Background: an optimization exercise with open tools, aiming at small area, a short achievable clock period and few clock cycles per item. Do not read the settings as production practice.
The RTL was checked by simulation tests, not by an equivalence proof against the original design.

==> flow/design.v, too long to show whole: its modules and the start of the top module <==
// module fxled_csc: 735 lines
// module fx_m1: 1375 lines
// module fx_m2: 876 lines
// module fx_m3: 901 lines
module fxled_csc (
    input  wire        clk,
    input  wire        rst,         
    input  wire        in_valid,
    output wire        in_ready,
    input  wire        op,          
    input  wire [31:0] x0,          
    input  wire [31:0] x1,          
    input  wire [31:0] x2,          
    output reg         out_valid,
    output wire [31:0] y0,          
    output wire [31:0] y1,          
    output wire [31:0] y2           
);
  // ...
==> flow/run.sh <==
#!/bin/bash
# synth_recipe.tcl (not shown) runs the flow's synth.tcl, then flattens the netlist and writes it again
# the make line also repeats each setting of config.mk as NAME=value (left out here)
make -C /OpenROAD-flow-scripts/flow DESIGN_CONFIG=/design/flow/config.mk WORK_HOME=/design/flow/orfs CLKGATE_MAP_FILE= SYNTH_SCRIPT=/design/flow/synth_recipe.tcl finish
==> flow/config.mk <==
export PLATFORM = sky130hd
export DESIGN_NAME = fxled_csc
export DESIGN_NICKNAME = fxled_csc
export VERILOG_FILES = /design/flow/design.v
export SDC_FILE = /design/flow/constraint.sdc
export NUM_CORES = 4
export LEC_CHECK = 0
export ABC_AREA = 1
export CAP_MARGIN = 70
export CORE_MARGIN = 2
export CORE_UTILIZATION = 60
export SLEW_MARGIN = 80
==> flow/constraint.sdc <==
create_clock -name core_clock -period 15.0 [get_ports {clk}]
set_input_delay 3.0000 -clock core_clock [delete_from_list [all_inputs] [get_ports {clk}]]
set_output_delay 3.0000 -clock core_clock [all_outputs]
set_load 0.01 [all_outputs]
==> impl_metrics.ini, run 1 <==
[outcome]
status = complete, no violations

[finish]
signal_buffers = 576
num-clock-buffers = 259
regArea_um2 = 41050
drive_gt1_share_pct = 10.33
clock_area_share_pct = 5.096
buf_share_pct = 4.692

[synth]
synth_xor_xnor_area_share_pct = 9.959
synthFlopType = dfxtp_1
yosysMostFrequentCell = nand2_1

[clock_tree]
cts-hold-fix-buffers = 0
cts_tree = built
cts_resized = 0
cts_buffers = 200
cts_buffer_depth = 3
cts-root-buf = clkbuf_16

[placed_design]
dp_hpwl_um = 308300
pre_cts_ws_ns = 9.615

[global_route]
grt-busiest-layer = met2

[min_path]
min_path_cells = 0

[worst_setup_path]
cp_top_family = simple AND/OR/NAND/NOR gates
end_kind = flip-flop
critPathMaxStageDelay_ns = 0.40

[drt]
totalWireLength_um = 413400
drc = 0
Testbench counts, summed over its fixed seeds: cycles 8,646, items 8,000.
==> module fxled_csc, before the edit <==
module fxled_csc (
    input  wire        clk,
    input  wire        rst,         
    input  wire        in_valid,
    output wire        in_ready,
    input  wire        op,          
    input  wire [31:0] x0,          
    input  wire [31:0] x1,          
    input  wire [31:0] x2,          
    output reg         out_valid,
    output wire [31:0] y0,          
    output wire [31:0] y1,          
    output wire [31:0] y2           
);
    reg        rdy, hld;
    reg        v0, op0;
    reg [31:0] a0, a1, a2;
    reg        ge_rg, ge_gb, ge_rb, eq_rg, eq_gb, eq_rb;
    assign in_ready = rdy;
    wire take  = in_valid & rdy;
    wire stall = take & ~op & v0 & ~op0;
    always @(posedge clk) begin
        if (rst) begin
            rdy <= 1'b1;
            hld <= 1'b0;
            v0  <= 1'b0;
        end else begin
            rdy <= ~stall;
            hld <= stall;
            if (!hld) v0 <= in_valid;
        end
        if (!hld) begin
            op0 <= op;
            ge_rg <= (x0[15:0] >= x1[15:0]);
            ge_gb <= (x1[15:0] >= x2[15:0]);
            ge_rb <= (x0[15:0] >= x2[15:0]);
            eq_rg <= (x0[15:0] == x1[15:0]);
            eq_gb <= (x1[15:0] == x2[15:0]);
            eq_rb <= (x0[15:0] == x2[15:0]);
            a0 <= x0;
            a1 <= x1;
            a2 <= x2;
        end
    end
    reg [15:1] vld;
    reg [15:1] opk;
    always @(posedge clk) begin
        if (rst) begin
            vld       <= 15'd0;
            out_valid <= 1'b0;
        end else begin
            vld       <= {vld[14:1], v0 & ~hld};
            out_valid <= vld[15];
        end
        opk <= {opk[14:1], op0};
    end
    wire signed [31:0] hh = a0;
    wire signed [31:0] ss = a1;
    wire signed [31:0] vv = a2;
    wire signed [48:0] vt = $signed({vv, 16'd0}) - vv + 49'sd67108864;
    wire        [15:0] vc = vt[48] ? 16'd0 : (|vt[47:43] ? 16'hFFFF : vt[42:27]);
    wire signed [34:0] h6 = $signed({hh, 2'b00}) + $signed({hh, 1'b0});
    wire        [7:0]  hi = h6[34:27];
    wire        [26:0] hf = h6[26:0];
    reg         [2:0]  hsx;
    always @(*) begin
        case (hi)
            8'd0: hsx = 3'd0;
            8'd1: hsx = 3'd1;
            8'd2: hsx = 3'd2;
            8'd3: hsx = 3'd3;
            8'd4: hsx = 3'd4;
            8'd5: hsx = 3'd5;
            8'd6: hsx = 3'd0;
            8'd7: hsx = 3'd1;
            8'd8: hsx = 3'd2;
            8'd9: hsx = 3'd3;
            8'd10: hsx = 3'd4;
            8'd11: hsx = 3'd5;
            8'd12: hsx = 3'd0;
            8'd13: hsx = 3'd1;
            8'd14: hsx = 3'd2;
            8'd15: hsx = 3'd3;
            8'd16: hsx = 3'd4;
            8'd17: hsx = 3'd5;
            8'd18: hsx = 3'd0;
            8'd19: hsx = 3'd1;
            8'd20: hsx = 3'd2;
            8'd21: hsx = 3'd3;
            8'd22: hsx = 3'd4;
            8'd23: hsx = 3'd5;
            8'd24: hsx = 3'd0;
            8'd25: hsx = 3'd1;
            8'd26: hsx = 3'd2;
            8'd27: hsx = 3'd3;
            8'd28: hsx = 3'd4;
            8'd29: hsx = 3'd5;
            8'd30: hsx = 3'd0;
            8'd31: hsx = 3'd1;
            8'd32: hsx = 3'd2;
            8'd33: hsx = 3'd3;
            8'd34: hsx = 3'd4;
            8'd35: hsx = 3'd5;
            8'd36: hsx = 3'd0;
            8'd37: hsx = 3'd1;
            8'd38: hsx = 3'd2;
            8'd39: hsx = 3'd3;
            8'd40: hsx = 3'd4;
            8'd41: hsx = 3'd5;
            8'd42: hsx = 3'd0;
            8'd43: hsx = 3'd1;
            8'd44: hsx = 3'd2;
            8'd45: hsx = 3'd3;
            8'd46: hsx = 3'd4;
            8'd47: hsx = 3'd5;
            8'd48: hsx = 3'd0;
            8'd49: hsx = 3'd1;
            8'd50: hsx = 3'd2;
            8'd51: hsx = 3'd3;
            8'd52: hsx = 3'd4;
            8'd53: hsx = 3'd5;
            8'd54: hsx = 3'd0;
            8'd55: hsx = 3'd1;
            8'd56: hsx = 3'd2;
            8'd57: hsx = 3'd3;
            8'd58: hsx = 3'd4;
            8'd59: hsx = 3'd5;
            8'd60: hsx = 3'd0;
            8'd61: hsx = 3'd1;
            8'd62: hsx = 3'd2;
            8'd63: hsx = 3'd3;
            8'd64: hsx = 3'd4;
            8'd65: hsx = 3'd5;
            8'd66: hsx = 3'd0;
            8'd67: hsx = 3'd1;
            8'd68: hsx = 3'd2;
            8'd69: hsx = 3'd3;
            8'd70: hsx = 3'd4;
            8'd71: hsx = 3'd5;
            8'd72: hsx = 3'd0;
            8'd73: hsx = 3'd1;
            8'd74: hsx = 3'd2;
            8'd75: hsx = 3'd3;
            8'd76: hsx = 3'd4;
            8'd77: hsx = 3'd5;
            8'd78: hsx = 3'd0;
            8'd79: hsx = 3'd1;
            8'd80: hsx = 3'd2;
            8'd81: hsx = 3'd3;
            8'd82: hsx = 3'd4;
            8'd83: hsx = 3'd5;
            8'd84: hsx = 3'd0;
            8'd85: hsx = 3'd1;
            8'd86: hsx = 3'd2;
            8'd87: hsx = 3'd3;
            8'd88: hsx = 3'd4;
            8'd89: hsx = 3'd5;
            8'd90: hsx = 3'd0;
            8'd91: hsx = 3'd1;
            8'd92: hsx = 3'd2;
            8'd93: hsx = 3'd3;
            8'd94: hsx = 3'd4;
            8'd95: hsx = 3'd5;
            8'd96: hsx = 3'd0;
            8'd97: hsx = 3'd1;
            8'd98: hsx = 3'd2;
            8'd99: hsx = 3'd3;
            8'd100: hsx = 3'd4;
            8'd101: hsx = 3'd5;
            8'd102: hsx = 3'd0;
            8'd103: hsx = 3'd1;
            8'd104: hsx = 3'd2;
            8'd105: hsx = 3'd3;
            8'd106: hsx = 3'd4;
            8'd107: hsx = 3'd5;
            8'd108: hsx = 3'd0;
            8'd109: hsx = 3'd1;
            8'd110: hsx = 3'd2;
            8'd111: hsx = 3'd3;
            8'd112: hsx = 3'd4;
            8'd113: hsx = 3'd5;
            8'd114: hsx = 3'd0;
            8'd115: hsx = 3'd1;
            8'd116: hsx = 3'd2;
            8'd117: hsx = 3'd3;
            8'd118: hsx = 3'd4;
            8'd119: hsx = 3'd5;
            8'd120: hsx = 3'd0;
            8'd121: hsx = 3'd1;
            8'd122: hsx = 3'd2;
            8'd123: hsx = 3'd3;
            8'd124: hsx = 3'd4;
            8'd125: hsx = 3'd5;
            8'd126: hsx = 3'd0;
            8'd127: hsx = 3'd1;
            8'd128: hsx = 3'd4;
            8'd129: hsx = 3'd5;
            8'd130: hsx = 3'd0;
            8'd131: hsx = 3'd1;
            8'd132: hsx = 3'd2;
            8'd133: hsx = 3'd3;
            8'd134: hsx = 3'd4;
            8'd135: hsx = 3'd5;
            8'd136: hsx = 3'd0;
            8'd137: hsx = 3'd1;
            8'd138: hsx = 3'd2;
            8'd139: hsx = 3'd3;
            8'd140: hsx = 3'd4;
            8'd141: hsx = 3'd5;
            8'd142: hsx = 3'd0;
            8'd143: hsx = 3'd1;
            8'd144: hsx = 3'd2;
            8'd145: hsx = 3'd3;
            8'd146: hsx = 3'd4;
            8'd147: hsx = 3'd5;
            8'd148: hsx = 3'd0;
            8'd149: hsx = 3'd1;
            8'd150: hsx = 3'd2;
            8'd151: hsx = 3'd3;
            8'd152: hsx = 3'd4;
            8'd153: hsx = 3'd5;
            8'd154: hsx = 3'd0;
            8'd155: hsx = 3'd1;
            8'd156: hsx = 3'd2;
            8'd157: hsx = 3'd3;
            8'd158: hsx = 3'd4;
            8'd159: hsx = 3'd5;
            8'd160: hsx = 3'd0;
            8'd161: hsx = 3'd1;
            8'd162: hsx = 3'd2;
            8'd163: hsx = 3'd3;
            8'd164: hsx = 3'd4;
            8'd165: hsx = 3'd5;
            8'd166: hsx = 3'd0;
            8'd167: hsx = 3'd1;
            8'd168: hsx = 3'd2;
            8'd169: hsx = 3'd3;
            8'd170: hsx = 3'd4;
            8'd171: hsx = 3'd5;
            8'd172: hsx = 3'd0;
            8'd173: hsx = 3'd1;
            8'd174: hsx = 3'd2;
            8'd175: hsx = 3'd3;
            8'd176: hsx = 3'd4;
            8'd177: hsx = 3'd5;
            8'd178: hsx = 3'd0;
            8'd179: hsx = 3'd1;
            8'd180: hsx = 3'd2;
            8'd181: hsx = 3'd3;
            8'd182: hsx = 3'd4;
            8'd183: hsx = 3'd5;
            8'd184: hsx = 3'd0;
            8'd185: hsx = 3'd1;
            8'd186: hsx = 3'd2;
            8'd187: hsx = 3'd3;
            8'd188: hsx = 3'd4;
            8'd189: hsx = 3'd5;
            8'd190: hsx = 3'd0;
            8'd191: hsx = 3'd1;
            8'd192: hsx = 3'd2;
            8'd193: hsx = 3'd3;
            8'd194: hsx = 3'd4;
            8'd195: hsx = 3'd5;
            8'd196: hsx = 3'd0;
            8'd197: hsx = 3'd1;
            8'd198: hsx = 3'd2;
            8'd199: hsx = 3'd3;
            8'd200: hsx = 3'd4;
            8'd201: hsx = 3'd5;
            8'd202: hsx = 3'd0;
            8'd203: hsx = 3'd1;
            8'd204: hsx = 3'd2;
            8'd205: hsx = 3'd3;
            8'd206: hsx = 3'd4;
            8'd207: hsx = 3'd5;
            8'd208: hsx = 3'd0;
            8'd209: hsx = 3'd1;
            8'd210: hsx = 3'd2;
            8'd211: hsx = 3'd3;
            8'd212: hsx = 3'd4;
            8'd213: hsx = 3'd5;
            8'd214: hsx = 3'd0;
            8'd215: hsx = 3'd1;
            8'd216: hsx = 3'd2;
            8'd217: hsx = 3'd3;
            8'd218: hsx = 3'd4;
            8'd219: hsx = 3'd5;
            8'd220: hsx = 3'd0;
            8'd221: hsx = 3'd1;
            8'd222: hsx = 3'd2;
            8'd223: hsx = 3'd3;
            8'd224: hsx = 3'd4;
            8'd225: hsx = 3'd5;
            8'd226: hsx = 3'd0;
            8'd227: hsx = 3'd1;
            8'd228: hsx = 3'd2;
            8'd229: hsx = 3'd3;
            8'd230: hsx = 3'd4;
            8'd231: hsx = 3'd5;
            8'd232: hsx = 3'd0;
            8'd233: hsx = 3'd1;
            8'd234: hsx = 3'd2;
            8'd235: hsx = 3'd3;
            8'd236: hsx = 3'd4;
            8'd237: hsx = 3'd5;
            8'd238: hsx = 3'd0;
            8'd239: hsx = 3'd1;
            8'd240: hsx = 3'd2;
            8'd241: hsx = 3'd3;
            8'd242: hsx = 3'd4;
            8'd243: hsx = 3'd5;
            8'd244: hsx = 3'd0;
            8'd245: hsx = 3'd1;
            8'd246: hsx = 3'd2;
            8'd247: hsx = 3'd3;
            8'd248: hsx = 3'd4;
            8'd249: hsx = 3'd5;
            8'd250: hsx = 3'd0;
            8'd251: hsx = 3'd1;
            8'd252: hsx = 3'd2;
            8'd253: hsx = 3'd3;
            8'd254: hsx = 3'd4;
            8'd255: hsx = 3'd5;
            default: hsx = 3'd0;
        endcase
    end
    wire [27:0] hg = hsx[0] ? {1'b0, hf} : (28'd134217728 - {1'b0, hf});
    wire [15:0] sen, se1, se2;
    assign sen[0] = ss[1];
    assign se1[0] = ss[0] ^ 1'b0;
    assign se2[0] = (ss[1] & ~ss[0] & ~1'b0) | (~ss[1] & ss[0] & 1'b0);
    assign sen[1] = ss[3];
    assign se1[1] = ss[2] ^ ss[1];
    assign se2[1] = (ss[3] & ~ss[2] & ~ss[1]) | (~ss[3] & ss[2] & ss[1]);
    assign sen[2] = ss[5];
    assign se1[2] = ss[4] ^ ss[3];
    assign se2[2] = (ss[5] & ~ss[4] & ~ss[3]) | (~ss[5] & ss[4] & ss[3]);
    assign sen[3] = ss[7];
    assign se1[3] = ss[6] ^ ss[5];
    assign se2[3] = (ss[7] & ~ss[6] & ~ss[5]) | (~ss[7] & ss[6] & ss[5]);
    assign sen[4] = ss[9];
    assign se1[4] = ss[8] ^ ss[7];
    assign se2[4] = (ss[9] & ~ss[8] & ~ss[7]) | (~ss[9] & ss[8] & ss[7]);
    assign sen[5] = ss[11];
    assign se1[5] = ss[10] ^ ss[9];
    assign se2[5] = (ss[11] & ~ss[10] & ~ss[9]) | (~ss[11] & ss[10] & ss[9]);
    assign sen[6] = ss[13];
    assign se1[6] = ss[12] ^ ss[11];
    assign se2[6] = (ss[13] & ~ss[12] & ~ss[11]) | (~ss[13] & ss[12] & ss[11]);
    assign sen[7] = ss[15];
    assign se1[7] = ss[14] ^ ss[13];
    assign se2[7] = (ss[15] & ~ss[14] & ~ss[13]) | (~ss[15] & ss[14] & ss[13]);
    assign sen[8] = ss[17];
    assign se1[8] = ss[16] ^ ss[15];
    assign se2[8] = (ss[17] & ~ss[16] & ~ss[15]) | (~ss[17] & ss[16] & ss[15]);
    assign sen[9] = ss[19];
    assign se1[9] = ss[18] ^ ss[17];
    assign se2[9] = (ss[19] & ~ss[18] & ~ss[17]) | (~ss[19] & ss[18] & ss[17]);
    assign sen[10] = ss[21];
    assign se1[10] = ss[20] ^ ss[19];
    assign se2[10] = (ss[21] & ~ss[20] & ~ss[19]) | (~ss[21] & ss[20] & ss[19]);
    assign sen[11] = ss[23];
    assign se1[11] = ss[22] ^ ss[21];
    assign se2[11] = (ss[23] & ~ss[22] & ~ss[21]) | (~ss[23] & ss[22] & ss[21]);
    assign sen[12] = ss[25];
    assign se1[12] = ss[24] ^ ss[23];
    assign se2[12] = (ss[25] & ~ss[24] & ~ss[23]) | (~ss[25] & ss[24] & ss[23]);
    assign sen[13] = ss[27];
    assign se1[13] = ss[26] ^ ss[25];
    assign se2[13] = (ss[27] & ~ss[26] & ~ss[25]) | (~ss[27] & ss[26] & ss[25]);
    assign sen[14] = ss[29];
    assign se1[14] = ss[28] ^ ss[27];
    assign se2[14] = (ss[29] & ~ss[28] & ~ss[27]) | (~ss[29] & ss[28] & ss[27]);
    assign sen[15] = ss[31];
    assign se1[15] = ss[30] ^ ss[29];
    assign se2[15] = (ss[31] & ~ss[30] & ~ss[29]) | (~ss[31] & ss[30] & ss[29]);
    reg [15:0] V1;
    reg [31:0] s1;
    reg [27:0] g1;
    reg [2:0]  sx1;
    reg [15:0] sbn1, sb11, sb21;
    always @(posedge clk) begin
        V1 <= vc; s1 <= ss; g1 <= hg; sx1 <= hsx;
        sbn1 <= sen; sb11 <= se1; sb21 <= se2;
    end
    wire [59:14] m1s, m1c;
    wire         m1k;
    fx_m1 u_m1 (.bn(sbn1), .b1(sb11), .b2(sb21), .b(g1), .s(m1s), .c(m1c), .cy(m1k));
    wire [49:14] m2s, m2c;
    wire         m2k;
    fx_m2 u_m2 (.a(V1), .b(s1), .e(V1), .s(m2s), .c(m2c), .cy(m2k));
    reg [59:14] ws2, wc2;
    reg         wk2;
    reg [49:14] ps2, pc2;
    reg         pk2;
    reg [15:0] V2;
    reg [2:0]  sx2;
    always @(posedge clk) begin
        ws2 <= m1s; wc2 <= m1c; wk2 <= m1k;
        ps2 <= m2s; pc2 <= m2c; pk2 <= m2k;
        V2 <= V1; sx2 <= sx1;
    end
    wire [45:0] wf = ws2 + wc2 + {45'd0, wk2};
    wire [35:0] pf = ps2 + pc2 + {35'd0, pk2};
    wire [15:0] pcl = pf[35] ? 16'd0 : (|pf[34:29] ? 16'hFFFF : pf[28:13]);
    reg [32:0] W3;
    reg [15:0] V3, P3;
    reg [2:0]  sx3;
    always @(posedge clk) begin
        W3 <= wf[45:13]; V3 <= V2; P3 <= pcl; sx3 <= sx2;
    end
    wire [49:10] m3s, m3c;
    wire         m3k;
    fx_m3 u_m3 (.a(V3), .b(W3), .e(V3), .s(m3s), .c(m3c), .cy(m3k));
    reg [49:10] qs4, qc4;
    reg         qk4;
    reg [15:0] V4, P4;
    reg [2:0]  sx4;
    always @(posedge clk) begin
        qs4 <= m3s; qc4 <= m3c; qk4 <= m3k;
        V4 <= V3; P4 <= P3; sx4 <= sx3;
    end
    wire [39:0] qt = qs4 + qc4 + {39'd0, qk4};
    wire [15:0] qtc = qt[39] ? 16'd0 : (|qt[38:33] ? 16'hFFFF : qt[32:17]);
    reg [15:0] hr_r, hr_g, hr_b;
    always @(*) begin
        case (sx4)
            3'd0: begin hr_r = V4;  hr_g = qtc; hr_b = P4;  end
            3'd1: begin hr_r = qtc; hr_g = V4;  hr_b = P4;  end
            3'd2: begin hr_r = P4;  hr_g = V4;  hr_b = qtc; end
            3'd3: begin hr_r = P4;  hr_g = qtc; hr_b = V4;  end
            3'd4: begin hr_r = qtc; hr_g = P4;  hr_b = V4;  end
            default: begin hr_r = V4; hr_g = P4; hr_b = qtc; end
        endcase
    end
    reg [47:0] hp [5:15];
    always @(posedge clk) begin
        hp[5] <= {hr_r, hr_g, hr_b};
        hp[6] <= hp[5];
        hp[7] <= hp[6];
        hp[8] <= hp[7];
        hp[9] <= hp[8];
        hp[10] <= hp[9];
        hp[11] <= hp[10];
        hp[12] <= hp[11];
        hp[13] <= hp[12];
        hp[14] <= hp[13];
        hp[15] <= hp[14];
    end
    wire [15:0] r1  = a0[15:0];
    wire [15:0] g1c = a1[15:0];
    wire [15:0] b1  = a2[15:0];
    wire ge_gr = ~ge_rg | eq_rg;
    wire ge_bg = ~ge_gb | eq_gb;
    wire ge_br = ~ge_rb | eq_rb;
    wire r_mx = ge_rg & ge_rb;
    wire g_mx = ge_gr & ge_gb;
    wire b_mx = ge_br & ge_bg;
    wire r_mn = ge_gr & ge_br & ~r_mx;
    wire g_mn = ge_rg & ge_bg & ~g_mx;
    wire b_mn = ge_rb & ge_gb & ~b_mx;
    wire r_md = ~r_mx & ~r_mn;
    wire g_md = ~g_mx & ~g_mn;
    wire b_md = ~b_mx & ~b_mn;
    wire sel_r = r_mx;
    wire sel_g = ~r_mx & g_mx;
    wire sel_b = ~r_mx & ~g_mx;
    wire [15:0] mx = sel_r ? r1 : (sel_g ? g1c : b1);
    wire        dz = ~(r_mn | g_mn | b_mn);
    wire [15:0] mn = r_mn ? r1 : (g_mn ? g1c : b1);
    wire [15:0] md = r_md ? r1 : (g_md ? g1c : b1);
    wire        hasmd = r_md | g_md | b_md;
    wire [15:0] dd = dz ? 16'd0 : (mx - mn);
    wire [15:0] mm = hasmd ? (mx - md) : 16'd0;
    wire p_mn = sel_r ? b_mn : (sel_g ? r_mn : g_mn);
    wire q_mn = sel_r ? g_mn : (sel_g ? b_mn : r_mn);
    wire hneg = sel_r ? g_md : (sel_g ? b_md : r_md);
    wire [2:0] kk = sel_r ? 3'd0 : (sel_g ? 3'd2 : 3'd4);
    wire [3:0]  chi  = {1'b0, kk} + 4'd6 + {3'd0, p_mn} - {3'd0, q_mn} - {3'd0, hneg};
    reg  [2:0]  rem0;
    always @(*) begin
        case (chi)
            4'd5: rem0 = 3'd5;  4'd6: rem0 = 3'd0;  4'd7: rem0 = 3'd1;
            4'd8: rem0 = 3'd2;  4'd9: rem0 = 3'd3;  4'd10: rem0 = 3'd4;
            4'd11: rem0 = 3'd5; default: rem0 = 3'd0;
        endcase
    end
    wire sone = ~dz & (mn == 16'd0);
    reg [15:0] sn2, sd2;
    reg        so2, sz2, sv2;
    always @(posedge clk) begin
        sn2 <= sone ? 16'd0 : dd; sd2 <= mx; so2 <= sone; sz2 <= dz;
        sv2 <= v0 & ~hld & ~op0 & ~rst;
    end
    reg [16:0] dr_0;
    reg [15:0] dd_0;
    reg [3:0]  fl_0;
    reg        dx_0;
    always @(posedge clk) begin
        dr_0 <= sv2 ? {sn2, 1'b0} : {mm, 1'b0};
        dd_0 <= ~(sv2 ? sd2 : dd);
        fl_0 <= sv2 ? {so2, sz2, 2'b00} : {rem0, hneg};
        dx_0 <= ~sv2;
    end
    function [17:0] drow;       
        input [16:0] r;
        input [15:0] dv;
        input        nb;
        reg   [17:0] t;
        reg   [18:0] df;
        begin
            t  = {r, nb};
            df = {1'b0, t} + {2'b11, dv, 1'b1} + 19'd1;
            drow = df[18] ? {1'b0, t[16:0]} : {1'b1, df[16:0]};
        end
    endfunction
    function [3:0] d6;          
        input [2:0] rm;
        input       bt;
        reg   [3:0] t;
        begin
            t  = {rm, bt};
            d6 = (t >= 4'd6) ? {1'b1, t[2:0] - 3'd6} : {1'b0, t[2:0]};
        end
    endfunction
    wire [17:0] y_1_0 = drow(dr_0, dd_0, 1'b0);
    wire [3:0]  z_1_0 = d6(fl_0[3:1], y_1_0[17] ^ fl_0[0]);
    wire [17:0] y_1_1 = drow(y_1_0[16:0], dd_0, 1'b0);
    wire [3:0]  z_1_1 = d6(z_1_0[2:0], y_1_1[17] ^ fl_0[0]);
    reg [16:0] dr_1;
    reg [15:0] dd_1;
    reg [3:0]  fl_1;
    reg        dx_1;
    reg [1:0] dq_1;
    always @(posedge clk) begin
        dr_1 <= y_1_1[16:0]; dd_1 <= dd_0; dx_1 <= dx_0;
        fl_1 <= dx_0 ? {z_1_1[2:0], fl_0[0]} : fl_0;
        dq_1 <= {(dx_0 ? z_1_0[3] : y_1_0[17]), (dx_0 ? z_1_1[3] : y_1_1[17])};
    end
    wire [17:0] y_2_0 = drow(dr_1, dd_1, 1'b0);
    wire [3:0]  z_2_0 = d6(fl_1[3:1], y_2_0[17] ^ fl_1[0]);
    wire [17:0] y_2_1 = drow(y_2_0[16:0], dd_1, 1'b0);
    wire [3:0]  z_2_1 = d6(z_2_0[2:0], y_2_1[17] ^ fl_1[0]);
    reg [16:0] dr_2;
    reg [15:0] dd_2;
    reg [3:0]  fl_2;
    reg        dx_2;
    reg [3:0] dq_2;
    always @(posedge clk) begin
        dr_2 <= y_2_1[16:0]; dd_2 <= dd_1; dx_2 <= dx_1;
        fl_2 <= dx_1 ? {z_2_1[2:0], fl_1[0]} : fl_1;
        dq_2 <= {dq_1, (dx_1 ? z_2_0[3] : y_2_0[17]), (dx_1 ? z_2_1[3] : y_2_1[17])};
    end
    wire [17:0] y_3_0 = drow(dr_2, dd_2, 1'b0);
    wire [3:0]  z_3_0 = d6(fl_2[3:1], y_3_0[17] ^ fl_2[0]);
    wire [17:0] y_3_1 = drow(y_3_0[16:0], dd_2, 1'b0);
    wire [3:0]  z_3_1 = d6(z_3_0[2:0], y_3_1[17] ^ fl_2[0]);
    reg [16:0] dr_3;
    reg [15:0] dd_3;
    reg [3:0]  fl_3;
    reg        dx_3;
    reg [5:0] dq_3;
    always @(posedge clk) begin
        dr_3 <= y_3_1[16:0]; dd_3 <= dd_2; dx_3 <= dx_2;
        fl_3 <= dx_2 ? {z_3_1[2:0], fl_2[0]} : fl_2;
        dq_3 <= {dq_2, (dx_2 ? z_3_0[3] : y_3_0[17]), (dx_2 ? z_3_1[3] : y_3_1[17])};
    end
    wire [17:0] y_4_0 = drow(dr_3, dd_3, 1'b0);
    wire [3:0]  z_4_0 = d6(fl_3[3:1], y_4_0[17] ^ fl_3[0]);
    wire [17:0] y_4_1 = drow(y_4_0[16:0], dd_3, 1'b0);
    wire [3:0]  z_4_1 = d6(z_4_0[2:0], y_4_1[17] ^ fl_3[0]);
    reg [16:0] dr_4;
    reg [15:0] dd_4;
    reg [3:0]  fl_4;
    reg        dx_4;
    reg [7:0] dq_4;
    always @(posedge clk) begin
        dr_4 <= y_4_1[16:0]; dd_4 <= dd_3; dx_4 <= dx_3;
        fl_4 <= dx_3 ? {z_4_1[2:0], fl_3[0]} : fl_3;
        dq_4 <= {dq_3, (dx_3 ? z_4_0[3] : y_4_0[17]), (dx_3 ? z_4_1[3] : y_4_1[17])};
    end
    wire [17:0] y_5_0 = drow(dr_4, dd_4, 1'b0);
    wire [3:0]  z_5_0 = d6(fl_4[3:1], y_5_0[17] ^ fl_4[0]);
    wire [17:0] y_5_1 = drow(y_5_0[16:0], dd_4, 1'b0);
    wire [3:0]  z_5_1 = d6(z_5_0[2:0], y_5_1[17] ^ fl_4[0]);
    reg [16:0] dr_5;
    reg [15:0] dd_5;
    reg [3:0]  fl_5;
    reg        dx_5;
    reg [9:0] dq_5;
    always @(posedge clk) begin
        dr_5 <= y_5_1[16:0]; dd_5 <= dd_4; dx_5 <= dx_4;
        fl_5 <= dx_4 ? {z_5_1[2:0], fl_4[0]} : fl_4;
        dq_5 <= {dq_4, (dx_4 ? z_5_0[3] : y_5_0[17]), (dx_4 ? z_5_1[3] : y_5_1[17])};
    end
    wire [17:0] y_6_0 = drow(dr_5, dd_5, 1'b0);
    wire [3:0]  z_6_0 = d6(fl_5[3:1], y_6_0[17] ^ fl_5[0]);
    wire [17:0] y_6_1 = drow(y_6_0[16:0], dd_5, ~dd_5[15]);
    wire [3:0]  z_6_1 = d6(z_6_0[2:0], y_6_1[17] ^ fl_5[0]);
    reg [16:0] dr_6;
    reg [15:0] dd_6;
    reg [3:0]  fl_6;
    reg        dx_6;
    reg [11:0] dq_6;
    always @(posedge clk) begin
        dr_6 <= y_6_1[16:0]; dd_6 <= dd_5; dx_6 <= dx_5;
        fl_6 <= dx_5 ? {z_6_1[2:0], fl_5[0]} : fl_5;
        dq_6 <= {dq_5, (dx_5 ? z_6_0[3] : y_6_0[17]), (dx_5 ? z_6_1[3] : y_6_1[17])};
    end
    wire [17:0] y_7_0 = drow(dr_6, dd_6, ~dd_6[14]);
    wire [3:0]  z_7_0 = d6(fl_6[3:1], y_7_0[17] ^ fl_6[0]);
    wire [17:0] y_7_1 = drow(y_7_0[16:0], dd_6, ~dd_6[13]);
    wire [3:0]  z_7_1 = d6(z_7_0[2:0], y_7_1[17] ^ fl_6[0]);
    reg [16:0] dr_7;
    reg [15:0] dd_7;
    reg [3:0]  fl_7;
    reg        dx_7;
    reg [13:0] dq_7;
    always @(posedge clk) begin
        dr_7 <= y_7_1[16:0]; dd_7 <= dd_6; dx_7 <= dx_6;
        fl_7 <= dx_6 ? {z_7_1[2:0], fl_6[0]} : fl_6;
        dq_7 <= {dq_6, (dx_6 ? z_7_0[3] : y_7_0[17]), (dx_6 ? z_7_1[3] : y_7_1[17])};
    end
    wire [17:0] y_8_0 = drow(dr_7, dd_7, ~dd_7[12]);
    wire [3:0]  z_8_0 = d6(fl_7[3:1], y_8_0[17] ^ fl_7[0]);
    wire [17:0] y_8_1 = drow(y_8_0[16:0], dd_7, ~dd_7[11]);
    wire [3:0]  z_8_1 = d6(z_8_0[2:0], y_8_1[17] ^ fl_7[0]);
    reg [16:0] dr_8;
    reg [15:0] dd_8;
    reg [3:0]  fl_8;
    reg        dx_8;
    reg [15:0] dq_8;
    always @(posedge clk) begin
        dr_8 <= y_8_1[16:0]; dd_8 <= dd_7; dx_8 <= dx_7;
        fl_8 <= dx_7 ? {z_8_1[2:0], fl_7[0]} : fl_7;
        dq_8 <= {dq_7, (dx_7 ? z_8_0[3] : y_8_0[17]), (dx_7 ? z_8_1[3] : y_8_1[17])};
    end
    wire [17:0] y_9_0 = drow(dr_8, dd_8, ~dd_8[10]);
    wire [3:0]  z_9_0 = d6(fl_8[3:1], y_9_0[17] ^ fl_8[0]);
    wire [17:0] y_9_1 = drow(y_9_0[16:0], dd_8, ~dd_8[9]);
    wire [3:0]  z_9_1 = d6(z_9_0[2:0], y_9_1[17] ^ fl_8[0]);
    reg [16:0] dr_9;
    reg [15:0] dd_9;
    reg [3:0]  fl_9;
    reg        dx_9;
    reg [17:0] dq_9;
    always @(posedge clk) begin
        dr_9 <= y_9_1[16:0]; dd_9 <= dd_8; dx_9 <= dx_8;
        fl_9 <= dx_8 ? {z_9_1[2:0], fl_8[0]} : fl_8;
        dq_9 <= {dq_8, (dx_8 ? z_9_0[3] : y_9_0[17]), (dx_8 ? z_9_1[3] : y_9_1[17])};
    end
    wire [17:0] y_10_0 = drow(dr_9, dd_9, ~dd_9[8]);
    wire [3:0]  z_10_0 = d6(fl_9[3:1], y_10_0[17] ^ fl_9[0]);
    wire [17:0] y_10_1 = drow(y_10_0[16:0], dd_9, ~dd_9[7]);
    wire [3:0]  z_10_1 = d6(z_10_0[2:0], y_10_1[17] ^ fl_9[0]);
    reg [16:0] dr_10;
    reg [15:0] dd_10;
    reg [3:0]  fl_10;
    reg        dx_10;
    reg [19:0] dq_10;
    always @(posedge clk) begin
        dr_10 <= y_10_1[16:0]; dd_10 <= dd_9; dx_10 <= dx_9;
        fl_10 <= dx_9 ? {z_10_1[2:0], fl_9[0]} : fl_9;
        dq_10 <= {dq_9, (dx_9 ? z_10_0[3] : y_10_0[17]), (dx_9 ? z_10_1[3] : y_10_1[17])};
    end
    wire [17:0] y_11_0 = drow(dr_10, dd_10, ~dd_10[6]);
    wire [3:0]  z_11_0 = d6(fl_10[3:1], y_11_0[17] ^ fl_10[0]);
    wire [17:0] y_11_1 = drow(y_11_0[16:0], dd_10, ~dd_10[5]);
    wire [3:0]  z_11_1 = d6(z_11_0[2:0], y_11_1[17] ^ fl_10[0]);
    reg [16:0] dr_11;
    reg [15:0] dd_11;
    reg [3:0]  fl_11;
    reg        dx_11;
    reg [21:0] dq_11;
    always @(posedge clk) begin
        dr_11 <= y_11_1[16:0]; dd_11 <= dd_10; dx_11 <= dx_10;
        fl_11 <= dx_10 ? {z_11_1[2:0], fl_10[0]} : fl_10;
        dq_11 <= {dq_10, (dx_10 ? z_11_0[3] : y_11_0[17]), (dx_10 ? z_11_1[3] : y_11_1[17])};
    end
    wire [17:0] y_12_0 = drow(dr_11, dd_11, ~dd_11[4]);
    wire [3:0]  z_12_0 = d6(fl_11[3:1], y_12_0[17] ^ fl_11[0]);
    wire [17:0] y_12_1 = drow(y_12_0[16:0], dd_11, ~dd_11[3]);
    wire [3:0]  z_12_1 = d6(z_12_0[2:0], y_12_1[17] ^ fl_11[0]);
    reg [16:0] dr_12;
    reg [15:0] dd_12;
    reg [3:0]  fl_12;
    reg        dx_12;
    reg [23:0] dq_12;
    always @(posedge clk) begin
        dr_12 <= y_12_1[16:0]; dd_12 <= dd_11; dx_12 <= dx_11;
        fl_12 <= dx_11 ? {z_12_1[2:0], fl_11[0]} : fl_11;
        dq_12 <= {dq_11, (dx_11 ? z_12_0[3] : y_12_0[17]), (dx_11 ? z_12_1[3] : y_12_1[17])};
    end
    wire [17:0] y_13_0 = drow(dr_12, dd_12, ~dd_12[2]);
    wire [3:0]  z_13_0 = d6(fl_12[3:1], y_13_0[17] ^ fl_12[0]);
    wire [17:0] y_13_1 = drow(y_13_0[16:0], dd_12, ~dd_12[1]);
    wire [3:0]  z_13_1 = d6(z_13_0[2:0], y_13_1[17] ^ fl_12[0]);
    reg [16:0] dr_13;
    reg [15:0] dd_13;
    reg [3:0]  fl_13;
    reg        dx_13;
    reg [25:0] dq_13;
    always @(posedge clk) begin
        dr_13 <= y_13_1[16:0]; dd_13 <= dd_12; dx_13 <= dx_12;
        fl_13 <= dx_12 ? {z_13_1[2:0], fl_12[0]} : fl_12;
        dq_13 <= {dq_12, (dx_12 ? z_13_0[3] : y_13_0[17]), (dx_12 ? z_13_1[3] : y_13_1[17])};
    end
    wire [17:0] yl = drow(dr_13, dd_13, ~dd_13[0]);
    wire [3:0]  zl = d6(fl_13[3:1], yl[17] ^ fl_13[0]);
    wire        hinc = ({1'b0, zl[2:0]} + (fl_13[0] ? 4'd4 : 4'd3)) >= 4'd6;
    reg  [26:0] hq;
    always @(posedge clk) hq <= {dq_13, zl[3]} + {26'd0, hinc};
    wire        sso = fl_13[3];
    wire        sdz = fl_13[2];
    wire [27:0] ss_f = sso ? 28'd134217728 : {1'b0, dq_13, yl[17]};
    wire [15:0] smx = ~dd_13;
    wire [27:0] vv_f = {1'b0, smx, 11'd0} + {17'd0, ({1'b0, smx} + 17'd16) >> 5};
    wire [27:0] rh = sdz ? 28'd0 : {1'b0, hq};
    wire [27:0] rs = sdz ? 28'd0 : ss_f;
    reg [27:0] o0, o1, o2;
    always @(posedge clk) begin
        if (opk[15]) begin
            o0 <= {12'd0, hp[15][47:32]};
            o1 <= {12'd0, hp[15][31:16]};
            o2 <= {12'd0, hp[15][15:0]};
        end else begin
            o0 <= rh;
            o1 <= rs;
            o2 <= vv_f;
        end
    end
    assign y0 = {4'd0, o0};
    assign y1 = {4'd0, o1};
    assign y2 = {4'd0, o2};
endmodule
==> run 2: changes to the inputs <==
--- a/flow/design.v
+++ b/flow/design.v
@@ -378,41 +378,41 @@
     reg [31:0] s1;
     reg [27:0] g1;
     reg [2:0]  sx1;
     reg [15:0] sbn1, sb11, sb21;
     always @(posedge clk) begin
         V1 <= vc; s1 <= ss; g1 <= hg; sx1 <= hsx;
         sbn1 <= sen; sb11 <= se1; sb21 <= se2;
     end
-    wire [59:14] m1s, m1c;
+    wire [59:10] m1s, m1c;
     wire         m1k;
     fx_m1 u_m1 (.bn(sbn1), .b1(sb11), .b2(sb21), .b(g1), .s(m1s), .c(m1c), .cy(m1k));
-    wire [49:14] m2s, m2c;
+    wire [49:10] m2s, m2c;
     wire         m2k;
     fx_m2 u_m2 (.a(V1), .b(s1), .e(V1), .s(m2s), .c(m2c), .cy(m2k));
-    reg [59:14] ws2, wc2;
+    reg [59:10] ws2, wc2;
     reg         wk2;
-    reg [49:14] ps2, pc2;
+    reg [49:10] ps2, pc2;
     reg         pk2;
     reg [15:0] V2;
     reg [2:0]  sx2;
     always @(posedge clk) begin
         ws2 <= m1s; wc2 <= m1c; wk2 <= m1k;
         ps2 <= m2s; pc2 <= m2c; pk2 <= m2k;
         V2 <= V1; sx2 <= sx1;
     end
-    wire [45:0] wf = ws2 + wc2 + {45'd0, wk2};
-    wire [35:0] pf = ps2 + pc2 + {35'd0, pk2};
-    wire [15:0] pcl = pf[35] ? 16'd0 : (|pf[34:29] ? 16'hFFFF : pf[28:13]);
+    wire [49:0] wf = ws2 + wc2 + {49'd0, wk2};
+    wire [39:0] pf = ps2 + pc2 + {39'd0, pk2};
+    wire [15:0] pcl = pf[39] ? 16'd0 : (|pf[38:33] ? 16'hFFFF : pf[32:17]);
     reg [32:0] W3;
     reg [15:0] V3, P3;
     reg [2:0]  sx3;
     always @(posedge clk) begin
-        W3 <= wf[45:13]; V3 <= V2; P3 <= pcl; sx3 <= sx2;
+        W3 <= wf[49:17]; V3 <= V2; P3 <= pcl; sx3 <= sx2;
     end
     wire [49:10] m3s, m3c;
     wire         m3k;
     fx_m3 u_m3 (.a(V3), .b(W3), .e(V3), .s(m3s), .c(m3c), .cy(m3k));
     reg [49:10] qs4, qc4;
     reg         qk4;
     reg [15:0] V4, P4;
     reg [2:0]  sx4;
@@ -703,18 +703,23 @@
     always @(posedge clk) begin
         dr_13 <= y_13_1[16:0]; dd_13 <= dd_12; dx_13 <= dx_12;
         fl_13 <= dx_12 ? {z_13_1[2:0], fl_12[0]} : fl_12;
         dq_13 <= {dq_12, (dx_12 ? z_13_0[3] : y_13_0[17]), (dx_12 ? z_13_1[3] : y_13_1[17])};
     end
     wire [17:0] yl = drow(dr_13, dd_13, ~dd_13[0]);
     wire [3:0]  zl = d6(fl_13[3:1], yl[17] ^ fl_13[0]);
     wire        hinc = ({1'b0, zl[2:0]} + (fl_13[0] ? 4'd4 : 4'd3)) >= 4'd6;
-    reg  [26:0] hq;
-    always @(posedge clk) hq <= {dq_13, zl[3]} + {26'd0, hinc};
+    reg  [26:0] hq0;
+    reg         hq1;
+    always @(posedge clk) begin
+        hq0 <= {dq_13, zl[3]};
+        hq1 <= hinc;
+    end
+    wire [26:0] hq = hq0 + {26'd0, hq1};
     wire        sso = fl_13[3];
     wire        sdz = fl_13[2];
     wire [27:0] ss_f = sso ? 28'd134217728 : {1'b0, dq_13, yl[17]};
     wire [15:0] smx = ~dd_13;
     wire [27:0] vv_f = {1'b0, smx, 11'd0} + {17'd0, ({1'b0, smx} + 17'd16) >> 5};
     wire [27:0] rh = sdz ? 28'd0 : {1'b0, hq};
     wire [27:0] rs = sdz ? 28'd0 : ss_f;
     reg [27:0] o0, o1, o2;
@@ -729,17 +734,17 @@
             o2 <= vv_f;
         end
     end
     assign y0 = {4'd0, o0};
     assign y1 = {4'd0, o1};
     assign y2 = {4'd0, o2};
 endmodule
 module fx_m1(input [15:0] bn, input [15:0] b1, input [15:0] b2, input [27:0] b,
-    output [59:14] s, output [59:14] c, output cy);
+    output [59:10] s, output [59:10] c, output cy);
     wire n0 = ((b1[0] & b[0])) ^ bn[0];
     wire n1 = ((b1[0] & b[1]) | (b2[0] & b[0])) ^ bn[0];
     wire n2 = ((b1[0] & b[2]) | (b2[0] & b[1])) ^ bn[0];
     wire n3 = ((b1[0] & b[3]) | (b2[0] & b[2])) ^ bn[0];
     wire n4 = ((b1[0] & b[4]) | (b2[0] & b[3])) ^ bn[0];
     wire n5 = ((b1[0] & b[5]) | (b2[0] & b[4])) ^ bn[0];
     wire n6 = ((b1[0] & b[6]) | (b2[0] & b[5])) ^ bn[0];
     wire n7 = ((b1[0] & b[7]) | (b2[0] & b[6])) ^ bn[0];
@@ -2098,23 +2103,23 @@
     wire n1360 = n1249 ^ n1250 ^ 1'b1;
     wire n1361 = (n1249 & n1250) | (n1249 & 1'b1) | (n1250 & 1'b1);
     wire n1362 = n1251 ^ n464 ^ n492;
     wire n1363 = (n1251 & n464) | (n1251 & n492) | (n464 & n492);
     wire n1364 = n493 ^ 1'b1;
     wire n1365 = n493 & 1'b1;
     wire [59:0] r0 = {n1365, n1363, n1361, n1359, n1357, n1355, n1353, n1351, n1349, n1347, n1345, n1343, n1341, n1339, n1337, n1335, n1333, n1331, n1329, n1327, n1325, n1323, n1321, n1319, n1317, n1315, n1313, n1311, n1309, n1307, n1305, n1303, n1301, n1299, n1297, n1295, n1293, n1291, n1289, n1287, n1285, n1283, n1281, n1279, n1277, n1275, n1273, n1271, n1269, n1267, n1265, n1263, n1261, n1259, n1257, n1255, n1253, n1252, n1, n0};
     wire [59:0] r1 = {n495, n1364, n1362, n1360, n1358, n1356, n1354, n1352, n1350, n1348, n1346, n1344, n1342, n1340, n1338, n1336, n1334, n1332, n1330, n1328, n1326, n1324, n1322, n1320, n1318, n1316, n1314, n1312, n1310, n1308, n1306, n1304, n1302, n1300, n1298, n1296, n1294, n1292, n1290, n1288, n1286, n1284, n1282, n1280, n1278, n1276, n1274, n1272, n1270, n1268, n1266, n1264, n1262, n1260, n1258, n1256, n1254, bn[1], 1'b0, bn[0]};
-    wire [14:0] lo = {1'b0, r0[13:0]} + {1'b0, r1[13:0]};
-    assign cy = lo[14];
-    assign s = r0[59:14];
-    assign c = r1[59:14];
+    wire [10:0] lo = {1'b0, r0[9:0]} + {1'b0, r1[9:0]};
+    assign cy = lo[10];
+    assign s = r0[59:10];
+    assign c = r1[59:10];
 endmodule
 module fx_m2(input [15:0] a, input [31:0] b, input [15:0] e,
-    output [49:14] s, output [49:14] c, output cy);
+    output [49:10] s, output [49:10] c, output cy);
     wire n0 = ~a[1];
     wire n1 = a[0] ^ 1'b0;
     wire n2 = (a[1] & ~a[0] & ~1'b0) | (~a[1] & a[0] & 1'b0);
     wire n3 = ((n1 & b[0])) ^ n0;
     wire n4 = ((n1 & b[1]) | (n2 & b[0])) ^ n0;
     wire n5 = ((n1 & b[2]) | (n2 & b[1])) ^ n0;
     wire n6 = ((n1 & b[3]) | (n2 & b[2])) ^ n0;
     wire n7 = ((n1 & b[4]) | (n2 & b[3])) ^ n0;
@@ -2974,20 +2979,20 @@
     wire n861 = n772 ^ n773 ^ 1'b1;
     wire n862 = (n772 & n773) | (n772 & 1'b1) | (n773 & 1'b1);
     wire n863 = n774 ^ n295 ^ n329;
     wire n864 = (n774 & n295) | (n774 & n329) | (n295 & n329);
     wire n865 = n330 ^ 1'b1;
     wire n866 = n330 & 1'b1;
     wire [49:0] r0 = {1'b1, n866, n864, n862, n860, n858, n856, n854, n852, n850, n848, n846, n844, n842, n840, n838, n836, n834, n832, n830, n828, n826, n824, n822, n820, n818, n816, n814, n812, n810, n808, n806, n804, n802, n800, n798, n796, n794, n792, n790, n788, n786, n784, n782, n780, n778, n776, n775, n4, n3};
     wire [49:0] r1 = {1'b0, n332, n865, n863, n861, n859, n857, n855, n853, n851, n849, n847, n845, n843, n841, n839, n837, n835, n833, n831, n829, n827, n825, n823, n821, n819, n817, n815, n813, n811, n809, n807, n805, n803, n801, n799, n797, n795, n793, n791, n789, n787, n785, n783, n781, n779, n777, n37, 1'b0, n0};
-    wire [14:0] lo = {1'b0, r0[13:0]} + {1'b0, r1[13:0]};
-    assign cy = lo[14];
-    assign s = r0[49:14];
-    assign c = r1[49:14];
+    wire [10:0] lo = {1'b0, r0[9:0]} + {1'b0, r1[9:0]};
+    assign cy = lo[10];
+    assign s = r0[49:10];
+    assign c = r1[49:10];
 endmodule
 module fx_m3(input [15:0] a, input [32:0] b, input [15:0] e,
     output [49:10] s, output [49:10] c, output cy);
     wire n0 = ~a[1];
     wire n1 = a[0] ^ 1'b0;
     wire n2 = (a[1] & ~a[0] & ~1'b0) | (~a[1] & a[0] & 1'b0);
     wire n3 = ((n1 & b[0])) ^ n0;
     wire n4 = ((n1 & b[1]) | (n2 & b[0])) ^ n0;
==> flow/config.mk (replaced) <==
export PLATFORM = sky130hd
export DESIGN_NAME = fxled_csc
export DESIGN_NICKNAME = fxled_csc
export VERILOG_FILES = /design/flow/design.v
export SDC_FILE = /design/flow/constraint.sdc
export NUM_CORES = 4
export LEC_CHECK = 0
export ABC_AREA = 1
export CAP_MARGIN = 50
export CORE_MARGIN = 2
export CORE_UTILIZATION = 60
export SLEW_MARGIN = 60
==> run 2 against run 1 <==
  * Worst setup slack gained 0.0077 ns
  * First-iteration DRC count decreased by 0.21%
  * Register-to-register slack hardly changed
==> impl_metrics.ini, run 2 <==
[synth]
ys_warn_count = 2
synth_top_area_share_pct = 29.88
yosys-top-cells-count = 2,349 x nand2_1, 2,202 x inv_1, 1,905 x dfxtp_1, 1,225 x xor2_1, 940 x o22ai_1
netlist_area_um2 = 127600
yosysUniqueCellTypes = 67
yosysMostFrequentCell = nand2_1
synth_edf_count = 103
syn_inst = 15268
async_flop_share_pct = 0
synthFlopType = dfxtp_1
yosysSeqAreaShare_pct = 32.31
synth_seq_cells = 2008
synth_top_area_cell = dfxtp_1
yosys-top-cells-area = dfxtp_1 30%, fa_1 13%, ha_1 8.8%, xor2_1 8.4%, nand2_1 6.9%
avgSynthCellArea_um2 = 8.358

[worst_setup_path]
critPathLaunchType = flip-flop
critPathArrivalTime_ns = 6.01
critPathKind = flip-flop to flip-flop
crit_path_max_fanout = 27
end_kind = flip-flop
crit_required_ns = 15.77

[min_path]
min_path_type = flip-flop to flip-flop

[placed_design]
pre_cts_ws_ns = 9.851
portBuffers = 184
gp_routability_congestion = 0.9949
detailed_place.area_um2 = 132200
dp.cells = 17839
dp_hpwl_um = 295000

[sta]
clock_skew_ns = 0.1058
setup_viol = 0
fmaxAchievable_mhz = 190.6
final.setup.tns_ns = 0
slew_headroom_pct = 51.17
hold_viol = 0
drv_slew = 0
rsz0062_at_grt = false
worst_slack_ns = 9.753
tightest_slew_ns = 0.7324
fin_crit_sh_pct = 34.98
period_needed_ns = 5.247

[clock_tree]
cts_tree = built
cts-hold-fix-buffers = 0
clk_latency_ns = 0.92
cts-root-buf = clkbuf_16
cts_setup_buffers = 0
cts_buffer_depth = 3
htree_levels = 4
cts_resized = 0
clk_pin_slew_ns = 0.07
cts_buffers = 202
cts_sinks = 2008

[floorplan]
die_y_um = 465.2
rows = 169
dieArea_um2 = 216400
ioPinCount = 198
start_util_pct = 60.29
die_w_um = 465.2
core_um2 = 211700

[global_route]
grt_pass1_wl_um = 609700
grt.overflow.total = 0
antenna_found_initial = 24
grt_pass1_vias = 108939
grt_usage_pct = 35.82
grt_max_degree = 72

[finish]
top_register = hp
instances_no_fill = 18232
reg_top3 = hp: 528 flops, wc2: 50 flops, ws2: 50 flops
final_core_util_pct = 66.02
largest_reg_flops = 528
drive_gt1_share_pct = 5.135
area_delta_synth_final_pct = 9.498
final_nets = 17056
layout_commonest_cell = nand2_1
mostFrequentLayoutCells = 2,340 x nand2_1, 2,124 x inv_1, 1,888 x dfxtp_1
fin_area_um2 = 139700

[outcome]
status = complete, no violations

[drt]
wl_per_cell_um = 21.67
firstDrtPassIters = 9
viasPerCell = 5.924
vias = 108008
top_layer_used = met5
postRouteAntennaNets = 0
totalWireLength_um = 395100
m1WireLength_um = 156500
route.met2.wl_um = 175000
drc = 0
drt_first_iter_violations = 11078
met3WireLength_um = 37780

[job]
cap_violations = 0
==> run 2: cell types whose count changed in the layout (fill, tap and decap cells not counted), sizes merged, moves of 14 or more <==
cell | before | now
nand3 | 593 | 525
o21ai | 755 | 792
a21boi | 28 | 42
buf | 354 | 142
nor2 | 864 | 908
clkbuf | 277 | 262
nand4 | 90 | 121
nor3 | 90 | 113
inv | 2206 | 2231
nand2 | 2462 | 2354
a21o | 70 | 52
dfxtp | 1888 | 1905
a21oi | 749 | 889
==> run 2: cells by family (layout without fill, tap and decap cells) <==
| family | count (synthesis) | count (layout) | synth area share, % |
|---|---|---|---|
| xor gates and xnor gates | 1449 | 1449 | 9.945 |
| buffers and inverters | 2858 | 2980 | 8.509 |
| and+or+nand+nor | 4159 | 4159 | 13.46 |
| other | 1 | 22 | 0.002939 |
| adders and majority gates | 1734 | 1734 | 21.94 |
| muxes | 13 | 13 | 0.1147 |
| AOI/OAI and AO/OA | 3046 | 3046 | 13.72 |
| DFF | 2008 | 2008 | 32.31 |
==> run 2: metrics by stage <==
stage,hold WS (ns)
after floorplan,0.3096
after global placement,0.3095
after detailed placement,0.3121
after CTS,0.2409
after global routing,0.2554
final,0.2537
==> run 2: metal layers <==
layer | vias to the layer above | global-route usage [%]
li1 | 49756 | -
met1 | 50838 | 45.32
met5 | - | 0
met3 | 1481 | 7.565
met4 | 12 | 19.75
met2 | 5921 | 57.19
==> run 2: worst max-delay path: stages, from the launching register on <==
cell	delay, ns
dfxtp_1	0.38
ha_1	0.38
nand2_1	0.09
o21ai_0	0.27
nor2_1	0.12
o21ai_2	0.26
nand2_1	0.09
nand2_1	0.11
nand2_1	0.09
nand2_2	0.27
inv_2	0.21
o21ai_0	0.26
ha_1	0.33
a21oi_1	0.13
a21boi_0	0.32
o21ai_0	0.25
nand3_1	0.18
nand4_1	0.11
nand2_1	0.22
nand3_2	0.46
o21ai_0	0.54
==> run 2: final timing paths <==
kind	slack [ns]	cells past startpoint	endpoint	from
min reg2reg	0.25	0	dq_10[12]$_DFF_P_	dq_9[10]$_DFF_P_
max	9.75	20	dr_5[2]$_DFF_P_	dd_4[3]$_DFF_P_
min	0.25	0	dq_10[12]$_DFF_P_	dq_9[10]$_DFF_P_
max reg2reg	9.75	20	dr_5[2]$_DFF_P_	dd_4[3]$_DFF_P_
==> run 2: cell type report <==
cell class / instances / area (µm²)
repair buffers: 325 / 3017
multi-input cells: 10415 / 75940
diodes: 8 / 20.02
clock inverters: 122 / 1700
fillers: 17411 / 71930
flip-flops and latches: 2008 / 41260
well taps: 2821 / 3530
inverters: 2271 / 8594
clock buffers: 262 / 5672
Testbench counts of run 2, summed over its fixed seeds: cycles 8,646, items 8,000.
==> run 3: changes to the inputs <==
--- a/flow/config.mk
+++ b/flow/config.mk
@@ -10,3 +10,3 @@
 export CORE_MARGIN = 2
-export CORE_UTILIZATION = 60
+export CORE_UTILIZATION = 55
 export SLEW_MARGIN = 60
==> run 3 against run 2 <==
  * Clock skew up 0.0069 ns
  * Critical path type unchanged
  * Routed wire length up 2.6%
  * Core utilization down 5.1 points
  * Critical path depth unchanged
  * Still clean
  * Final area up 0.35%
  * Highest routed layer unchanged
  * Non-clock buffer count up 16
  * First-iteration DRC count down 8.9%
  * Register-to-register slack worse by 0.13 ns
==> impl_metrics.ini, run 3 <==
[outcome]
status = complete, no violations

[floorplan]
die_y_um = 485.7
dieArea_um2 = 235900
ioPinCount = 198
rows = 176
start_util_pct = 55.40
core_um2 = 230300
die_w_um = 485.7

[global_route]
grt_pass1_vias = 107999
grt_max_degree = 58
grt_usage_pct = 33.83
grt.overflow.total = 0
grt_pass1_wl_um = 624600
antenna_found_initial = 29

[synth]
yosys-top-cells-count = 2,349 x nand2_1, 2,202 x inv_1, 1,905 x dfxtp_1, 1,225 x xor2_1, 940 x o22ai_1
yosysUniqueCellTypes = 67
synthFlopType = dfxtp_1
avgSynthCellArea_um2 = 8.358
ys_warn_count = 2
yosysMostFrequentCell = nand2_1
synth_top_area_cell = dfxtp_1
synth_seq_cells = 2008
synth_edf_count = 103
synth_top_area_share_pct = 29.88
yosysSeqAreaShare_pct = 32.31
netlist_area_um2 = 127600
async_flop_share_pct = 0
syn_inst = 15268
yosys-top-cells-area = dfxtp_1 30%, fa_1 13%, ha_1 8.8%, xor2_1 8.4%, nand2_1 6.9%

[sta]
rsz0062_at_grt = false
period_needed_ns = 5.373
final.setup.tns_ns = 0
clock_skew_ns = 0.1127
hold_viol = 0
drv_slew = 0
setup_viol = 0
fin_crit_sh_pct = 35.82
tightest_slew_ns = 0.6480
slew_headroom_pct = 56.65
fmaxAchievable_mhz = 186.1

[clock_tree]
cts_tree = built
clk_latency_ns = 0.93
clk_pin_slew_ns = 0.06
cts_sinks = 2008
cts-root-buf = clkbuf_16
cts_buffer_depth = 3
cts_resized = 0
cts_buffers = 206
cts-hold-fix-buffers = 0
htree_levels = 4
cts_setup_buffers = 0

[finish]
reg_top3 = hp: 528 flops, wc2: 50 flops, ws2: 50 flops
drive_gt1_share_pct = 5.258
final_nets = 17076
top_register = hp
regArea_um2 = 41260
multi_input_area_um2 = 75980
final_core_util_pct = 60.88
layout_commonest_cell = nand2_1
n_fill_cell = 20053
largest_reg_flops = 528
mostFrequentLayoutCells = 2,338 x nand2_1, 2,119 x inv_1, 1,886 x dfxtp_1
area_delta_synth_final_pct = 9.885

[worst_setup_path]
critPathLaunchType = flip-flop
crit_path_max_fanout = 33
crit_required_ns = 15.64
critPathArrivalTime_ns = 6.01
critPathKind = flip-flop to flip-flop
end_kind = flip-flop

[placed_design]
gp_routability_congestion = 0.9806
dp_hpwl_um = 306100
portBuffers = 184

[min_path]
min_path_type = flip-flop to flip-flop

[drt]
firstDrtPassIters = 11
postRouteAntennaNets = 0
totalWireLength_um = 405400
viasPerCell = 5.799
wl_per_cell_um = 21.95
drc = 0
vias = 107107
drt_first_iter_violations = 10089

[job]
cap_violations = 0
==> run 3: path summary, 6_finish.rpt <==
| kind | from | cells after the start | endpoint | slack (ns) |
|---|---|---|---|---|
| min reg2reg | dq_7[9]$_DFF_P_ | 0 | dq_8[11]$_DFF_P_ | 0.24 |
| min | dq_7[9]$_DFF_P_ | 0 | dq_8[11]$_DFF_P_ | 0.24 |
| max reg2reg | dd_6[14]$_DFF_P_ | 20 | dq_7[0]$_DFF_P_ | 9.63 |
| max | dd_6[14]$_DFF_P_ | 20 | dq_7[0]$_DFF_P_ | 9.63 |
==> run 3: metal layers <==
layer	vias to the layer above	GRT usage [%]	share of wire, %
met2	5072	54.24	45
li1	49776	-	-
met5	-	0	0.029
met4	20	17.12	5.7
met1	50929	43.42	41
met3	1310	6.743	8.6
==> run 3: metrics by stage <==
step / cell area, µm² / std cells / setup WS (ns) / hold WS [ns]
after detailed placement: 132600 / 18058 / 9.777 / 0.3120
after global routing: 140200 / 18465 / 9.197 / 0.2410
after global placement: 132100 / 18040 / 9.538 / 0.3097
final: 140200 / 18471 / 9.627 / 0.2434
after floorplan: 127700 / 15281 / 10.31 / 0.3096
after CTS: 140000 / 18446 / 9.688 / 0.2267
==> run 3: cell type report <==
type / instances / area share, %
antenna: 22 / 0.03926
multi-input combinational: 10415 / 54.18
inverter: 2271 / 6.119
clock inverter: 129 / 1.268
clock buffer: 259 / 4.050
timing repair buffer: 341 / 2.216
sequential: 2008 / 29.42
tap: 3026 / 2.700
==> run 3: critical path: stages, from the launching register on <==
cell and delay [ns]:
dfxtp_1 0.45, ha_1 0.45, nand4_1 0.19, nor3_1 0.25, nand4_1 0.12, nand3_1 0.10
buf_4 0.35, mux2_2 0.40, ha_1 0.34, a21oi_1 0.16, o21ai_0 0.15, a21oi_1 0.16
o21bai_1 0.10, nand2_1 0.07, nand2_1 0.10, nand2_1 0.09, nand2_1 0.12, a21oi_1 0.31
nand2_1 0.36, inv_2 0.51, o21ai_0 0.30
==> run 3: cell families (layout without fill, tap and decap cells) <==
group	count (synthesis)	in the layout	share of synthesized area, %
adder cells (fa/ha/maj)	1734	1734	21.94
flip-flops	2008	2008	32.31
buffers and inverters	2858	3000	8.509
multiplexers	13	13	0.1147
other	1	36	0.002939
AND/OR/NAND/NOR	4159	4159	13.46
XOR/XNOR	1449	1449	9.945
AO/OA/AOI/OAI	3046	3046	13.72
==> run 4: changes to the inputs <==
--- a/flow/config.mk
+++ b/flow/config.mk
@@ -8,5 +8,5 @@
 export ABC_AREA = 1
-export CAP_MARGIN = 50
+export CAP_MARGIN = 30
 export CORE_MARGIN = 2
-export CORE_UTILIZATION = 55
-export SLEW_MARGIN = 60
+export CORE_UTILIZATION = 60
+export SLEW_MARGIN = 40
==> run 4 against run 3 <==
  * Largest cell class unchanged
  * Core utilization rose by 5.0 points
  * Die area shrank 8.3%
  * Via count grew 0.70%
==> impl_metrics.ini, run 4 <==
[placed_design]
pre_cts_ws_ns = 9.830
detailed_place.area_um2 = 132000
portBuffers = 184
gp_routability_congestion = 0.9949
dp_hpwl_um = 294900

[worst_setup_path]
cpMostUsedCell = nand2_1
path_cells = ha_1, nand2_1, inv_1, nand2_1, nor2_1, nand4_1, nand3_1, buf_4, mux2_2, ha_1, nand2_1, o21ai_0, a21oi_1, o21bai_1, nand2_1, nand2_1, nand2_1, nand2_1, a21oi_1, nand2_1, clkinv_1, o21ai_0
critPathArrivalTime_ns = 6.36
slowest_stage = clkinv_1
crit_required_ns = 15.67
reg2reg_depth = 22
critPathLaunchType = flip-flop
end_kind = flip-flop
critPathKind = flip-flop to flip-flop
crit_path_max_fanout = 33
critPathMaxStageDelay_ns = 0.68

[synth]
synth_top_area_cell = dfxtp_1
synth_seq_cells = 2008
avgSynthCellArea_um2 = 8.358
yosysSeqAreaShare_pct = 32.31
async_flop_share_pct = 0
synth_top_area_share_pct = 29.88
synth_compound_area_share_pct = 13.72
synthFlopType = dfxtp_1
yosysMostFrequentCell = nand2_1
synth_fa_ha_area_share_pct = 21.94
yosysUniqueCellTypes = 67
synth_edf_count = 103
synth_xor_xnor_area_share_pct = 9.945
yosys-top-cells-count = 2,349 x nand2_1, 2,202 x inv_1, 1,905 x dfxtp_1, 1,225 x xor2_1, 940 x o22ai_1
netlist_area_um2 = 127600
yosys-top-cells-area = dfxtp_1 30%, fa_1 13%, ha_1 8.8%, xor2_1 8.4%, nand2_1 6.9%
synth_mux_area_share_pct = 0.1147
ys_warn_count = 2
yosys.area_share.simple_pct = 13.46
synth_top_family_by_area = adder cells
syn_inst = 15268

[clock_tree]
clk_latency_ns = 0.90
cts_resized = 0
cts-root-buf = clkbuf_16
cts-hold-fix-buffers = 0
cts_setup_buffers = 0
cts_tree = built
htree_levels = 4
cts_buffers = 204
cts_sinks = 2008
cts_buffer_depth = 3
clk_pin_slew_ns = 0.06

[finish]
n_fill_cell = 17495
drive_gt1_share_pct = 4.481
final_core_util_pct = 65.90
top_register = hp
largest_reg_flops = 528
mostFrequentLayoutCells = 2,342 x nand2_1, 2,184 x inv_1, 1,890 x dfxtp_1
final_nets = 17051
regArea_um2 = 41250
area_delta_synth_final_pct = 9.311
multi_input_area_um2 = 75730
fin_area_um2 = 139500
reg_top3 = hp: 528 flops, wc2: 50 flops, ws2: 50 flops
layout_commonest_cell = nand2_1

[global_route]
grt_max_degree = 59
grt.overflow.total = 0
grt_pass1_wl_um = 611600
grt_usage_pct = 35.92
antenna_found_initial = 22
grt_pass1_vias = 109287

[drt]
drc = 0
viasPerCell = 5.917
drt_first_iter_violations = 11259
firstDrtPassIters = 9
totalWireLength_um = 395800
vias = 107860
wl_per_cell_um = 21.71
postRouteAntennaNets = 0

[floorplan]
rows = 169
core_um2 = 211700
die_w_um = 465.2
start_util_pct = 60.29
ioPinCount = 198
die_y_um = 465.2
dieArea_um2 = 216400

[sta]
hold_viol = 0
fmaxAchievable_mhz = 175.9
drv_slew = 0
rsz0062_at_grt = false
final.setup.tns_ns = 0
period_needed_ns = 5.685
slew_headroom_pct = 36.28
tightest_slew_ns = 0.9558
worst_slack_ns = 9.315
fin_crit_sh_pct = 37.90
setup_viol = 0
clock_skew_ns = 0.09240

[outcome]
status = complete, no violations

[min_path]
min_path_cells = 0
min_path_type = flip-flop to flip-flop

[job]
cap_violations = 0
run 4: cell counts after synthesis:
No cell type changed its count.
run 4: layer usage:
metal  up-vias  share of wire, %  GRT usage, %
met5         -             0.033             0
met4        14               6.4         19.64
met3      1449               9.5         7.654
met2      5819                44         57.22
met1     50872                40         45.59
li1      49706                 -             -
run 4: final timing paths:
path	startpoint	endpoint	slack (ns)
max	dd_7[12]$_DFF_P_	dq_8[0]$_DFF_P_	9.32
min	dq_12[10]$_DFF_P_	dq_13[12]$_DFF_P_	0.26
max reg2reg	dd_7[12]$_DFF_P_	dq_8[0]$_DFF_P_	9.32
min reg2reg	dq_12[10]$_DFF_P_	dq_13[12]$_DFF_P_	0.26
run 4: stage by stage:
stage / instances / hold WS [ns]
2_1_floorplan: 15281 / 0.3096
3_3_place_gp: 17824 / 0.3095
3_5_place_dp: 17832 / 0.3121
4_1_cts: 18218 / 0.2550
5_1_grt: 18225 / 0.2745
6_report: 18229 / 0.2581
run 4: cells by family after synthesis:
kind of cell,count (synthesis)
simple gates,4159
buf+inv,2858
other cells,1
compound gates,3046
fa+ha+maj,1734
flops,2008
mux,13
xor+xnor,1449
run 4: worst max-delay path: cells and delay by family (launching register included):
family | cells | cell delay (ns)
multiplexers | 1 | 0.40
AO/OA/AOI/OAI | 5 | 1.41
AND/OR/NAND/NOR | 11 | 1.36
adder cells (fa/ha/maj) | 2 | 0.76
flip-flops | 1 | 0.43
buffers and inverters | 3 | 1.08
run 4: final cells by class:
cell class                      instances  area share (%)
Clock buffer                          256           4.022
Antenna cell                           10         0.01794
Sequential cell                      2008           29.57
Inverter                             2271           6.140
Tap cell                             2821           2.530
Multi-Input combinational cell      10415           54.29
Clock inverter                        130           1.336
Timing Repair Buffer                  318           2.097

[separate check: timing with driven ports]
How much do the figures lean on ideal ports? The routed layouts below were timed once more, with nothing changed but the port constraints. Step 1 assumes that a clkbuf_16 drives the clock port and a buf_2 every other input. Step 2 times the ports against the registers' clock, not the clock port: input delays grow and output delays shrink by t, the midpoint of the rising clock arrivals with the driver on. a / b / c = ideal / step 1 / step 2; a / b = the first two.
run | t (ns) | setup WS [ns] | worst hold slack (ns) | worst slew at a driven data input, ns | cell pins on the clock port's net
run 1 | 0.975 | 9.745 / 9.745 / 9.554 | 0.270 / 0.270 / 0.270 | 0.07 | 1
run 2 | 0.965 | 9.753 / 9.753 / 9.753 | 0.254 / 0.254 / 0.254 | 0.12 | 1
run 3 | 0.978 | 9.627 / 9.627 / 9.627 | 0.243 / 0.243 / 0.243 | 0.14 | 1
run 4 | 0.974 | 9.315 / 9.315 / 9.315 | 0.258 / 0.258 / 0.258 | 0.11 | 1
After both steps every run listed still meets setup and hold. The setup slack of run 1, which loses most, moves by 0.000 ns with the drivers and by -0.191 ns with both steps.
